From an optimization exercise on the open Yosys and OpenROAD flow, aimed at small area, a short achievable clock period and few clock cycles per item; shortcuts taken in it are not production practice. Only simulation tests tie the RTL to the original design; equivalence was not proved. Power and IR drop assume default switching activity.

## v6
// pll_search
module pll_search (
    input  wire        clk,
    input  wire        rst,         
    input  wire        start,       
    input  wire        calc,        
    input  wire        ext,         
    input  wire [31:0] fin,         
    input  wire [31:0] target,      
    output reg         ready,
    output reg         done,        
    output wire        res_valid,   
    output wire [6:0]  res_n,       
    output wire [2:0]  res_m,       
    output wire        res_e,       
    output wire [6:0]  res_div,     
    output wire [31:0] res_freq,    
    output wire [31:0] res_err      
);
make LEC_CHECK=0 CAP_MARGIN=20 CORE_MARGIN=2 CORE_UTILIZATION=40 SLEW_MARGIN=20 finish   # period 70.0 ns
run.sh (not shown) runs the stock make flow with config.mk's settings and CLKGATE_MAP_FILE= SYNTH_SCRIPT=/design/flow/synth_recipe.tcl, a recipe that flattens the netlist after the stock synthesis.
v6 | status: complete | timing, DRC, antenna: pass
Testbench counts of v6, summed over its fixed seeds: cycles 12,823, items 320.
Input-level comparison between v7 and v6:
--- a/flow/design.v
+++ b/flow/design.v
@@ -10,23 +10,23 @@
     input  wire [31:0] target,      
     output reg         ready,
     output reg         done,        
     output wire        res_valid,   
     output wire [6:0]  res_n,       
     output wire [2:0]  res_m,       
     output wire        res_e,       
     output wire [6:0]  res_div,     
     output wire [31:0] res_freq,    
     output wire [31:0] res_err      
 );
-    localparam SR = 4;              
+    localparam SR = 5;              
     localparam [2:0] S_IDLE  = 3'd0,
                      S_MP    = 3'd1,
                      S_WAITL = 3'd2,
                      S_SETUP = 3'd3,
                      S_DLOOP = 3'd4,
                      S_EVAL  = 3'd5,
                      S_FIN   = 3'd6,
                      S_PEND  = 3'd7;
     localparam [1:0] M_LO = 2'd0,   
                      M_HI = 2'd1,   
                      M_A  = 2'd2,   
@@ -62,23 +62,23 @@
     reg  [7:0]  cq;             
     reg         csat;
     reg  [7:0]  Q;
     reg  [27:0] Rr;
     reg         sat;
     reg  [12:0] K;
     reg         pendA;          
     reg  [6:0]  dA;
     reg  [12:0] KA;
     reg  [1:0]  mode;
     reg  [12:0] srem;
-    reg  [27:0] sq;
+    reg  [29:0] sq;
     reg  [1:0]  cmp;            
     reg  [2:0]  scnt;
     reg         noab_r;         
     reg         post_hi;        
     reg         post_end;       
     reg         b_valid;
     reg  [31:0] b_err;
     reg  [27:0] b_cand;
     reg         b_e;
     reg  [6:0]  b_n;
     reg  [2:0]  b_m;
@@ -190,51 +190,51 @@
     wire        all_above = (P <= {2'd0, Lv});
     wire        skip_d    = (d != 7'd64) && (Pn <= {2'd0, Lv});
     wire [12:0] D1   = e ? {6'd0, mp1, 4'b0} - {9'd0, mp1, 1'b0}    
                          : {7'd0, mp1, 3'b0} - {10'd0, mp1};          
     wire [29:0] f2r     = {2'd0, F} - {1'b0, Rr, 1'b0};
     wire        hi_only = f2r[29];
     wire        lo_only = !f2r[29] && ((f2r[28:13] != 16'd0) || (f2r[12:0] >= K - 13'd1));
     reg  [32:0] ad_a, ad_b;
     reg         ad_sub;
     wire [32:0] ad_r = ad_sub ? (ad_a - ad_b) : (ad_a + ad_b);
     wire        xmode = (mode == M_LO) || (mode == M_HI);
-    wire [27:0] Wv    = xmode ? b_err[27:0] : ad_r[27:0];
-    wire        noab  = !b_valid || (xmode ? (b_err[31:24] != 8'd0) :
+    wire [29:0] Wv    = {2'b00, xmode ? b_err[27:0] : ad_r[27:0]};
+    wire        noab  = !b_valid || (xmode ? (b_err[31:25] != 7'd0) :
                                      (mode == M_A) ? (ad_r[32:28] != 5'd0) : ad_r[32]);
     reg  [12:0] st_rem [0:SR];
-    reg  [27:0] st_q   [0:SR];
+    reg  [29:0] st_q   [0:SR];
     reg  [1:0]  st_c   [0:SR];
     reg  [4:0]  wpos;
     integer k;
     always @(*) begin
         st_rem[0] = srem;
         st_q[0]   = sq;
         st_c[0]   = cmp;
         for (k = 0; k < SR; k = k + 1) begin : stg
             reg [13:0] tr;
             reg [13:0] df;
             reg        qb;
             reg        wb;
-            tr = {st_rem[k], st_q[k][27]};
+            tr = {st_rem[k], st_q[k][29]};
             df = tr - {1'b0, K};
             qb = !df[13];
-            wpos = 5'd27 - {scnt, 2'b00} - k[4:0];
+            wpos = 5'd29 - {scnt, 2'b00} - {2'b00, scnt} - k[4:0];
             wb = Wv[wpos];
             st_rem[k+1] = qb ? df[12:0] : tr[12:0];
-            st_q[k+1]   = {st_q[k][26:0], qb};
+            st_q[k+1]   = {st_q[k][28:0], qb};
             st_c[k+1]   = (st_c[k] != 2'd0) ? st_c[k] :
                           (qb && !wb) ? 2'd1 : (!qb && wb) ? 2'd2 : 2'd0;
         end
     end
-    wire abort = !noab && ((mode == M_B) ? (st_c[SR] == 2'd2) : (st_c[SR] == 2'd1));
+    wire abort = !noab && ((mode == M_B) ? (st_c[SR-1] == 2'd2) : (st_c[SR-1] == 2'd1));
     wire [27:0] qx   = sq[27:0];    
     reg  [1:0]  nmode;
     reg  [34:0] sub_m, sub_s;
     always @(*) begin
         case (nmode)
             M_HI: begin sub_m = {7'd0, F};  sub_s = {7'd0, Rr}; end
             M_A:  if (f15) begin sub_m = {1'b0, F, 6'd0}; sub_s = {5'd0, F, 2'd0}; end    
                   else     begin sub_m = cL;  sub_s = {{6{rLH[28]}}, rLH}; end
             default:
                   if (!e)      begin sub_m = cH0; sub_s = {7'd0, rH0}; end
                   else if (f15) begin sub_m = cH1; sub_s = {{6{rLH[28]}}, rLH}; end
@@ -356,28 +356,28 @@
     endtask
     task begin_eval;
         input [1:0] m;
         input       ph;
         input       pe;
         begin
             mode     <= m;
             post_hi  <= ph;
             post_end <= pe;
             cmp      <= 2'd0;
             if (m == M_LO || m == M_HI) begin
-                srem <= {9'd0, nN[27:24]};
-                sq   <= {nN[23:0], 4'd0};
+                srem <= {10'd0, nN[27:25]};
+                sq   <= {nN[24:0], 5'd0};
                 scnt <= 3'd1;
             end else begin
-                srem <= {6'd0, nN[34:28]};
-                sq   <= nN[27:0];
+                srem <= {8'd0, nN[34:30]};
+                sq   <= nN[29:0];
                 scnt <= 3'd0;
             end
             state    <= S_EVAL;
         end
     endtask
     task after_eval;
         begin
             if (post_hi) begin_eval(M_HI, 1'b0, post_end);
             else if (post_end) end_run;
             else advance;
         end
@@ -493,23 +493,23 @@
                 end
                 S_PEND: begin
                     begin_eval(M_A, 1'b0, 1'b1);
                 end
                 S_EVAL: begin
                     srem <= st_rem[SR];
                     sq   <= st_q[SR];
                     cmp  <= st_c[SR];
                     noab_r <= noab;
                     scnt <= scnt + 3'd1;
                     if (abort) after_eval;
-                    else if (scnt == 3'd6) state <= S_FIN;
+                    else if (scnt == 3'd5) state <= S_FIN;
                 end
                 S_FIN: begin
                     if (f_better) begin
                         b_valid <= 1'b1;
                         b_err   <= f_err;
                         b_cand  <= f_cand;
                         b_e     <= e;
                         b_n     <= c_n;
                         b_m     <= c_m;
                         b_d     <= d;
                     end
==> summary.txt <==
v7 vs. v6: maximum fanout along the worst path saw an increase; via count saw an increase; logic depth of the worst path, buffers included saw an increase; arrival time reported for the critical path endpoint saw an increase.
Sort v7 and v6 by post-route minimum period, ascending, and v6 comes first.
Compared with v6, v7 is hungrier on power.
Compare v7 and v6 | global-route usage lower: v7
Compared to v6, v7 has extra flip-flops.
v6 ended up with b_err[23] as its critical path launch point; v7 ended up with K[1].
For v7, the library cell contributing the largest single delay on the critical path was sky130_fd_sc_hd__edfxtp_1, unlike v6, where it was sky130_fd_sc_hd__clkdlybuf4s50_1.
First-iteration DRC count: v7 vs v6 up 319
Against v6, v7 comes in 3.7 points higher on combinational group share of total power.
Testbench counts of v7, summed over its fixed seeds: cycles 12,794, items 320.

---

Another version of the RTL of pll_search (not shown whole).
Size: roughly 510 flip-flops, roughly 150 I/O pins, ~65,000 sq um of cells after synthesis.
clock: 70.0 ns
lec_check: 0
cap_margin: 20
core_margin: 2
core_utilization: 40
slew_margin: 20
Testbench counts at the start, summed over its fixed seeds: cycles 10,734, items 320.
Edit:
--- a/flow/design.v
+++ b/flow/design.v
@@ -207,23 +207,23 @@
     reg         ad_sub;
     wire [32:0] ad_r = ad_sub ? (ad_a - ad_b) : (ad_a + ad_b);
     wire        xmode = (mode == M_LO) || (mode == M_HI);
     wire [29:0] Wv    = {2'b00, xmode ? b_err[27:0] : ad_r[27:0]};
     wire        noab  = !b_valid || (xmode ? (b_err[31:24] != 8'd0) :
                                      (mode == M_A) ? (ad_r[32:28] != 5'd0) : ad_r[32]);
     reg  [12:0] st_rem [0:SR];
     reg  [29:0] st_q   [0:SR];
     reg  [1:0]  st_c   [0:SR];
     reg  [4:0]  wpos;
     wire [14:0] K2 = {1'b0, K, 1'b0};
-    wire [14:0] K3 = {2'b0, K} + K2;
+    reg  [14:0] K3;             
     integer k;
     always @(*) begin
         st_rem[0] = srem;
         st_q[0]   = sq;
         st_c[0]   = cmp;
         for (k = 0; k < SR; k = k + 1) begin : stg
             reg [14:0] tr;
             reg [15:0] d1, d2, d3;
             reg [1:0]  qd;
             reg [1:0]  wd;
             tr = {st_rem[k], st_q[k][29:28]};
@@ -346,22 +346,23 @@
         begin
             if (mp1 != mp_min) state <= S_WAITL;
             else               finish;
         end
     endtask
     task end_run;
         begin
             if (pendA) begin
                 pendA <= 1'b0;
                 d     <= dA;
                 K     <= KA;
+                K3    <= {2'b0, KA} + {1'b0, KA, 1'b0};
                 begin_eval(M_A, 1'b0, 1'b1);
             end else if (calc_r && e && run0_ok) start_run(1'b0);
             else next_mp;
         end
     endtask
     task end_run_pend;
         begin
             if (pendA) begin
                 pendA <= 1'b0;
                 d     <= dA;
                 K     <= KA;
@@ -412,22 +413,23 @@
     endtask
     always @(*) begin
         if (state == S_EVAL || state == S_FIN) nmode = post_hi ? M_HI : M_A;
         else if (state == S_PEND)              nmode = M_A;
         else if (all_below)                    nmode = b_skip ? M_A : M_B;
         else if (hi_only)                      nmode = M_HI;
         else                                   nmode = M_LO;
     end
     always @(posedge clk) begin
         begin
             done <= 1'b0;
+            K3   <= {2'b0, K} + K2;
             if (lrun) begin
                 lrLH  <= okLH ? tLH : {lrLH[27:0], lcLH[lbit]};
                 lqLH  <= {lqLH[5:0], okLH};
                 lrH0  <= okH0 ? tH0[27:0] : {lrH0[26:0], lcH0[lbit]};
                 lqH0  <= {lqH0[5:0], okH0};
                 lcrem <= cbit ? ctrial[27:0] : {lcrem[26:0], lcq[6]};
                 lcq   <= {lcq[5:0], cbit};
                 lk    <= lk + 3'd1;
                 if (lk == 3'd6) begin
                     lrun  <= 1'b0;
                     ldone <= 1'b1;
Result: Sequential cell count came out higher by 15. Routed wire length climbs by 2.9%. Global-route usage went up by 0.46 points. Worst setup slack is better by 0.026 ns. Synthesized area went up by 1.9%. Sequential power barely changes. Clock skew goes up by 0.013 ns. Cell count goes up by 1.6%. Maximum frequency barely changes. Die area grows by 1.9%. Critical path depth is unchanged.
Testbench counts after the change, summed over its fixed seeds: cycles 10,734, items 320.

static timing again, ports no longer ideal:
The results above use ideal ports. As a check the final layouts listed here were re-extracted and re-timed, cells and wires unchanged. Step 1 (the two cells are an assumption about what drives the block):
set clk [get_ports {clk}]
set_driving_cell -lib_cell sky130_fd_sc_hd__clkbuf_16 $clk
set_driving_cell -lib_cell sky130_fd_sc_hd__buf_2 [delete_from_list [all_inputs] $clk]
Step 2 adds t to the input delays and takes it off the output delays; t is the mean of the earliest and latest rising clock arrival at the registers after step 1. Input paths then give back, and output paths get back, about the clock's delay inside the block. Slacks: ideal ports / drivers / drivers and shift; pairs: ideal ports / drivers.
| run | t (ns) | setup WS [ns] | clock arrival spread, ns |
|---|---|---|---|
| v6 | 0.770 | 54.158 / 54.071 / 54.426 | 0.049 / 0.049 |
| v7 | 0.772 | 53.951 / 53.931 / 53.951 | 0.056 / 0.055 |
| the first run of note 2 | 0.786 | 54.082 / 53.990 / 54.378 | 0.047 / 0.047 |
| the second run of note 2 | 0.778 | 54.108 / 54.026 / 54.407 | 0.060 / 0.060 |
After both steps every run listed still meets setup and hold.
